This is an optimization exercise on Yosys and OpenROAD, whose aim is small area, a short achievable clock period and few clock cycles per item, not a production implementation.
In this exercise RTL edits were held to simulation tests only and were not proved equivalent to the original.
Power is estimated from default activity; no workload was simulated.

$ cat design/flow/run.sh
#!/bin/bash
# synth_recipe.tcl (not shown) runs the flow's synth.tcl, then flattens the netlist and writes it again
# the make line also repeats each setting of config.mk as NAME=value (left out here)
make -C /OpenROAD-flow-scripts/flow DESIGN_CONFIG=/design/flow/config.mk WORK_HOME=/design/flow/orfs CLKGATE_MAP_FILE= SYNTH_SCRIPT=/design/flow/synth_recipe.tcl finish
$ cat design/flow/config.mk
export PLATFORM = sky130hd
export DESIGN_NAME = md5_core
export DESIGN_NICKNAME = md5_core
export VERILOG_FILES = /design/flow/design.v
export SDC_FILE = /design/flow/constraint.sdc
export NUM_CORES = 4
export LEC_CHECK = 0
export CAP_MARGIN = 20
export CORE_MARGIN = 2
export CORE_UTILIZATION = 40
export SLEW_MARGIN = 20
$ cat design/flow/constraint.sdc
create_clock -name core_clock -period 12.0 [get_ports {clk}]
set_input_delay 2.4000 -clock core_clock [delete_from_list [all_inputs] [get_ports {clk}]]
set_output_delay 2.4000 -clock core_clock [all_outputs]
set_load 0.01 [all_outputs]
$ cat design/flow/design.v
module md5_core (
    input  wire         clk,
    input  wire         rst,       
    input  wire         init,
    input  wire         start,
    input  wire [511:0] block,
    output wire         ready,
    output reg          done,
    output wire [127:0] digest
);
    localparam [31:0] IV_A = 32'h67452301,
                      IV_B = 32'hefcdab89,
                      IV_C = 32'h98badcfe,
                      IV_D = 32'h10325476;
    reg         busy;
    reg [5:0]   i;
    reg [511:0] m;
    reg [31:0]  a, b, c, d;
    reg [31:0]  h0, h1, h2, h3;
    wire [31:0] x [0:15];
    genvar gj;
    generate
        for (gj = 0; gj < 16; gj = gj + 1) begin : g_x
            assign x[gj] = {m[511-8*(4*gj+3) -: 8], m[511-8*(4*gj+2) -: 8],
                            m[511-8*(4*gj+1) -: 8], m[511-8*(4*gj)   -: 8]};
        end
    endgenerate
    reg [31:0] t_i;
    always @(*) begin
        case (i)
            6'd0: t_i = 32'hd76aa478;
            6'd1: t_i = 32'he8c7b756;
            6'd2: t_i = 32'h242070db;
            6'd3: t_i = 32'hc1bdceee;
            6'd4: t_i = 32'hf57c0faf;
            6'd5: t_i = 32'h4787c62a;
            6'd6: t_i = 32'ha8304613;
            6'd7: t_i = 32'hfd469501;
            6'd8: t_i = 32'h698098d8;
            6'd9: t_i = 32'h8b44f7af;
            6'd10: t_i = 32'hffff5bb1;
            6'd11: t_i = 32'h895cd7be;
            6'd12: t_i = 32'h6b901122;
            6'd13: t_i = 32'hfd987193;
            6'd14: t_i = 32'ha679438e;
            6'd15: t_i = 32'h49b40821;
            6'd16: t_i = 32'hf61e2562;
            6'd17: t_i = 32'hc040b340;
            6'd18: t_i = 32'h265e5a51;
            6'd19: t_i = 32'he9b6c7aa;
            6'd20: t_i = 32'hd62f105d;
            6'd21: t_i = 32'h02441453;
            6'd22: t_i = 32'hd8a1e681;
            6'd23: t_i = 32'he7d3fbc8;
            6'd24: t_i = 32'h21e1cde6;
            6'd25: t_i = 32'hc33707d6;
            6'd26: t_i = 32'hf4d50d87;
            6'd27: t_i = 32'h455a14ed;
            6'd28: t_i = 32'ha9e3e905;
            6'd29: t_i = 32'hfcefa3f8;
            6'd30: t_i = 32'h676f02d9;
            6'd31: t_i = 32'h8d2a4c8a;
            6'd32: t_i = 32'hfffa3942;
            6'd33: t_i = 32'h8771f681;
            6'd34: t_i = 32'h6d9d6122;
            6'd35: t_i = 32'hfde5380c;
            6'd36: t_i = 32'ha4beea44;
            6'd37: t_i = 32'h4bdecfa9;
            6'd38: t_i = 32'hf6bb4b60;
            6'd39: t_i = 32'hbebfbc70;
            6'd40: t_i = 32'h289b7ec6;
            6'd41: t_i = 32'heaa127fa;
            6'd42: t_i = 32'hd4ef3085;
            6'd43: t_i = 32'h04881d05;
            6'd44: t_i = 32'hd9d4d039;
            6'd45: t_i = 32'he6db99e5;
            6'd46: t_i = 32'h1fa27cf8;
            6'd47: t_i = 32'hc4ac5665;
            6'd48: t_i = 32'hf4292244;
            6'd49: t_i = 32'h432aff97;
            6'd50: t_i = 32'hab9423a7;
            6'd51: t_i = 32'hfc93a039;
            6'd52: t_i = 32'h655b59c3;
            6'd53: t_i = 32'h8f0ccc92;
            6'd54: t_i = 32'hffeff47d;
            6'd55: t_i = 32'h85845dd1;
            6'd56: t_i = 32'h6fa87e4f;
            6'd57: t_i = 32'hfe2ce6e0;
            6'd58: t_i = 32'ha3014314;
            6'd59: t_i = 32'h4e0811a1;
            6'd60: t_i = 32'hf7537e82;
            6'd61: t_i = 32'hbd3af235;
            6'd62: t_i = 32'h2ad7d2bb;
            6'd63: t_i = 32'heb86d391;
            default: t_i = 32'h00000000;
        endcase
    end
    reg [4:0] s_i;
    always @(*) begin
        case ({i[5:4], i[1:0]})
            4'b0000: s_i = 5'd7;   4'b0001: s_i = 5'd12;
            4'b0010: s_i = 5'd17;  4'b0011: s_i = 5'd22;
            4'b0100: s_i = 5'd5;   4'b0101: s_i = 5'd9;
            4'b0110: s_i = 5'd14;  4'b0111: s_i = 5'd20;
            4'b1000: s_i = 5'd4;   4'b1001: s_i = 5'd11;
            4'b1010: s_i = 5'd16;  4'b1011: s_i = 5'd23;
            4'b1100: s_i = 5'd6;   4'b1101: s_i = 5'd10;
            4'b1110: s_i = 5'd15;  default: s_i = 5'd21;
        endcase
    end
    reg [31:0] f;
    reg [3:0]  g;
    always @(*) begin
        case (i[5:4])
            2'd0: begin f = (b & c) | (~b & d); g = i[3:0];              end
            2'd1: begin f = (b & d) | (c & ~d); g = 4'd5 * i[3:0] + 4'd1; end
            2'd2: begin f = b ^ c ^ d;          g = 4'd3 * i[3:0] + 4'd5; end
            default: begin f = c ^ (b | ~d);    g = 4'd7 * i[3:0];        end
        endcase
    end
    wire [31:0] sum   = a + f + t_i + x[g];
    wire [31:0] rot   = (sum << s_i) | (sum >> (6'd32 - {1'b0, s_i}));
    wire [31:0] b_new = b + rot;
    assign ready = !busy;
    assign digest = {h0[7:0], h0[15:8], h0[23:16], h0[31:24],
                     h1[7:0], h1[15:8], h1[23:16], h1[31:24],
                     h2[7:0], h2[15:8], h2[23:16], h2[31:24],
                     h3[7:0], h3[15:8], h3[23:16], h3[31:24]};
    always @(posedge clk) begin
        if (rst) begin
            busy <= 1'b0;
            done <= 1'b0;
            h0   <= IV_A;
            h1   <= IV_B;
            h2   <= IV_C;
            h3   <= IV_D;
        end else begin
            done <= 1'b0;
            if (!busy) begin
                if (init) begin
                    h0 <= IV_A;
                    h1 <= IV_B;
                    h2 <= IV_C;
                    h3 <= IV_D;
                end else if (start) begin
                    m    <= block;
                    a    <= h0;
                    b    <= h1;
                    c    <= h2;
                    d    <= h3;
                    i    <= 6'd0;
                    busy <= 1'b1;
                end
            end else begin
                a <= d;
                b <= b_new;
                c <= b;
                d <= c;
                i <= i + 6'd1;
                if (i == 6'd63) begin
                    h0   <= h0 + d;
                    h1   <= h1 + b_new;
                    h2   <= h2 + b;
                    h3   <= h3 + c;
                    busy <= 1'b0;
                    done <= 1'b1;
                end
            end
        end
    end
endmodule
==> results.txt <==
## repair_timing
item                                    CTS  global route
pin swaps                                 1            73
endpoints found under the setup margin    7            18
buffers inserted                          1            10
gates resized for setup                  13           137
## layout make-up
cell class	instances	area, um^2
Multi-Input combinational cell	3465	24600
Antenna cell	26	65.1
Tap cell	1600	2000
Clock inverter	54	556
Timing Repair Buffer	1125	10400
Clock buffer	121	2530
Fill cell	10500	55200
Sequential cell	813	22700
Inverter	92	353
## placed cells by master (no fill, tap or decap), types with 20 or more instances in the layout
cell,count
a211oi_1,48
a21o_1,66
a21oi_1,422
a221oi_1,44
a22o_1,38
a22oi_1,102
a31oi_1,75
and3_1,24
buf_12,22
buf_4,452
clkbuf_1,20
clkbuf_16,95
clkdlybuf4s50_1,644
clkinv_1,22
dfxtp_1,165
diode_2,26
edfxtp_1,646
fa_1,63
ha_1,202
inv_1,80
mux2_2,134
mux2i_1,56
nand2_1,463
nand2b_1,36
nand3_1,93
nor2_1,356
nor2b_1,29
nor3_1,101
nor3b_1,27
o211ai_1,51
o21a_1,32
o21ai_0,274
o221ai_1,24
o22ai_1,36
xnor2_1,91
xor2_1,100
## metrics by stage
step,util,TNS (ns)
2_1_floorplan,-,0
3_3_place_gp,0.500,0
3_5_place_dp,0.500,-0.910
4_1_cts,0.527,0
5_1_grt,0.534,-0.118
6_report,0.534,0
## Yosys cell counts, types with 36 or more instances
cell type and n:
clkbuf_1 222, nand3_1 95, nor2_1 378, a22o_1 38
a21oi_1 438, fa_1 69, nor3_1 109, nand2b_1 36
a22oi_1 103, o22ai_1 37, o211ai_1 51, inv_1 83
xnor2_1 96, ha_1 213, edfxtp_1 646, mux2_2 135
nand2_1 469, a221oi_1 59, xor2_1 105, a31oi_1 81
o21ai_0 288, mux2i_1 59, a211oi_1 49, dfxtp_1 167
a21o_1 66
## registers in the layout, summed over array words and instances (netlist names)
signal	flops
done	1
c	32
b	32
h3	32
s_i	5
t_i	32
i	6
busy	1
h1	32
h0	32
d	32
h2	32
a	32
m	512
## worst paths after layout
check                      startpoint             endpoint  slack [ns]  depth (start not counted)
hold reg to reg   h2[31]$_SDFFE_PP1P_  h2[31]$_SDFFE_PP1P_        0.50                          1
setup reg to reg       i[1]$_DFFE_PP_  h1[31]$_SDFFE_PP1P_        0.41                         59
hold / removal    h2[31]$_SDFFE_PP1P_  h2[31]$_SDFFE_PP1P_        0.50                          1
setup / recovery       i[1]$_DFFE_PP_  h1[31]$_SDFFE_PP1P_        0.41                         59
## layer usage
layer,routed length [um],track usage
met4,6850,0.105
met1,83000,0.434
met2,90400,0.494
met3,20900,0.0802
met5,95,0
## logic make-up after synthesis
logic type | synth area share
muxes | 0.0488
and+or+nand+nor | 0.117
xor gates and xnor gates | 0.0390
adders and majority gates | 0.0864
AOI/OAI and AO/OA | 0.205
buffers and inverters | 0.0292
DFF | 0.475
## power groups by stage
stage	combinational, mW	sequential (mW)	clock [mW]
floorplan	8.18	3.35	0
global placement	14.3	3.44	0
detailed placement	14.3	3.44	0
CTS	14.4	3.38	2.96
global route	16.6	3.39	3.05
finish	15.3	3.38	2.92
==> metrics.md <==
| Metric | Value |
|---|---|
| Status | `timing/DRC/antenna clean` |
| Crit path kind | `reg -> reg` |
| Die footprint | `approximately 120000 um^2` |
| Routed vias/inst | `just under 6` |
| Max Slew Vio Count | `0` |
| Clk buf depth | `3` |
| GP Congestion | `approximately 0.97` |
| Fmax | `~86 MHz` |
| Critical Path RT | `12.58 ns` |
| Placed cell count | `~7000` |
| Internal Power | `approximately 12 mW` |
| CP top delay family | `compound AO/OA/AOI/OAI gates` |
| Largest net degree at the start of global routing | `between 100 and 150` |
| Final Critical Period | `roughly 12 ns` |
| Starting Density | `0.405` |
| Antenna Nets Post-Route | `0` |
| Crit-path most repeated cell | `buf_4` |
| Vias in the first global route | `40500` |
| Power Total | `about 22 mW` |
| Initial DRC count | `between 5000 and 6000` |
| Syn_area_per_cell | `10.3 um^2` |
| Final #Nets | `approximately 6400` |
| Dpl ws | `-0.234 ns` |
| Register area share after synthesis | `0.475` |
| First-pass DRT Iterations | `9` |
| Post-synthesis cell count | `roughly 4600` |
| GRT Overall Usage | `0.318` |
| Htree depth | `3` |
| Worst slew pin tran | `1.06 ns` |
| Max_cap viols | `0` |
| FP Rows | `126` |
| Worst path max stage delay | `0.52 ns` |
| Asr flop ratio synth | `0` |
| Seq pwr share | `0.157` |
| Clk slew on worst S/H paths | `approximately 0.070 ns` |
| Max IR drop VDD | `0.374 mV` |
| Synth warn | `1` |
| Fin worst setup slack | `just over 0.4 ns` |
| P_sw | `9.40 mW` |
| EDFF count, synth | `roughly 650` |
| Number of CTS-inserted buffers | `93` |
| Worst skew pair latency | `~0.7 ns` |
| Post-Syn Area | `~48000 um^2` |
| Static leakage | `23.3 nW` |
| Combinational power share | `0.708` |
| Slowest stage cell on the critical path | `fa_1` |
| PD cells | `about 340 nW/um^2` |
| Final Instance Area | `63200 um^2` |
| DRC viols | `0` |
| Buffers on Ports | `roughly 650` |
| Core area | `approximately 120000 um^2` |
| CP arrival | `about 12 ns` |
| Worst Skew | `about 0.027 ns` |
| Die Y | `approximately 350 um` |
| Synth unique cells | `96` |
| Vias | `roughly 43000` |
| Cell Count, Final, Fillers Out | `roughly 7300` |
| Sw frac | `0.435` |
| Crit path max fanout | `8` |
| Final Hold Fails | `0` |
| Initial antenna violation count | `37` |
| Top cell type's share of synthesized area | `0.405` |
| Hold-fix buffers, CTS | `0` |
| Die X | `350 um` |
| Synthesized flop and latch total | `between 800 and 900` |
| Routed Wire Length | `approximately 200000 um` |
| Setup crit start kind | `flip-flop` |
| Clk sinks | `813` |
| WL/cell | `approximately 28 um` |
| Max-Slew Margin vs Limit | `0.285` |
| Synth area leaders | `edfxtp_1 40%, dfxtp_1 7.0%, ha_1 5.6%, a21oi_1 4.6%, nand2_1 3.7%` |
| Layout cell share with drive strength beyond 1 | `0.168` |
| Worst setup EP type | `flip-flop` |
| Clock power frac | `0.135` |
| Worst path bufs/invs | `11` |
| Yosys top cell by area | `edfxtp_1` |
| # setup viols final | `0` |
| WHS | `approximately 0.5 ns` |
| IO Pins | `646` |
| Gr ovfl total | `0` |
| Layout area overhead | `32.0%` |
| HPWL Detailed | `153000 um` |
| First-pass GRT wire length | `284000 um` |
| Placed inst area | `about 60000 um^2` |
| Most used flip-flop cell after synthesis | `edfxtp_1` |
| Syn Nets | `5436` |
| Root Driver | `clkbuf_16` |
| Final worst-path cycle share | `0.966` |
| CTS tree | `built` |
| Class of the worst hold path | `reg -> reg` |
Testbench counts, summed over its fixed seeds: cycles 66,624, items 1,024.

-- what the ideal ports hide --
No port has a modelled driver above. Below, the same layout with a new extraction and two added sets of constraints. Step 1 (the two cells are an assumption about what drives the block):
set clk [get_ports {clk}]
set_driving_cell -lib_cell sky130_fd_sc_hd__clkbuf_16 $clk
set_driving_cell -lib_cell sky130_fd_sc_hd__buf_2 [delete_from_list [all_inputs] $clk]
Step 2 also shifts input and output timing later by t, the mid clock arrival at the registers, as if the neighbouring blocks saw the same clock. Three values: no drivers, after step 1, after step 2; two values: the first two.
t, ns: 0.768
setup WS [ns]: 0.409 / 0.409 / 0.409
hold slack, ns: 0.499 / 0.499 / 0.499
latest minus earliest clock arrival (ns): 0.027 / 0.027
worst slew at a driven data input, ns: 0.14
After both steps setup and hold are still met in this run. The setup slack of this run moves by 0.000 ns with the drivers and by 0.000 ns with both steps.
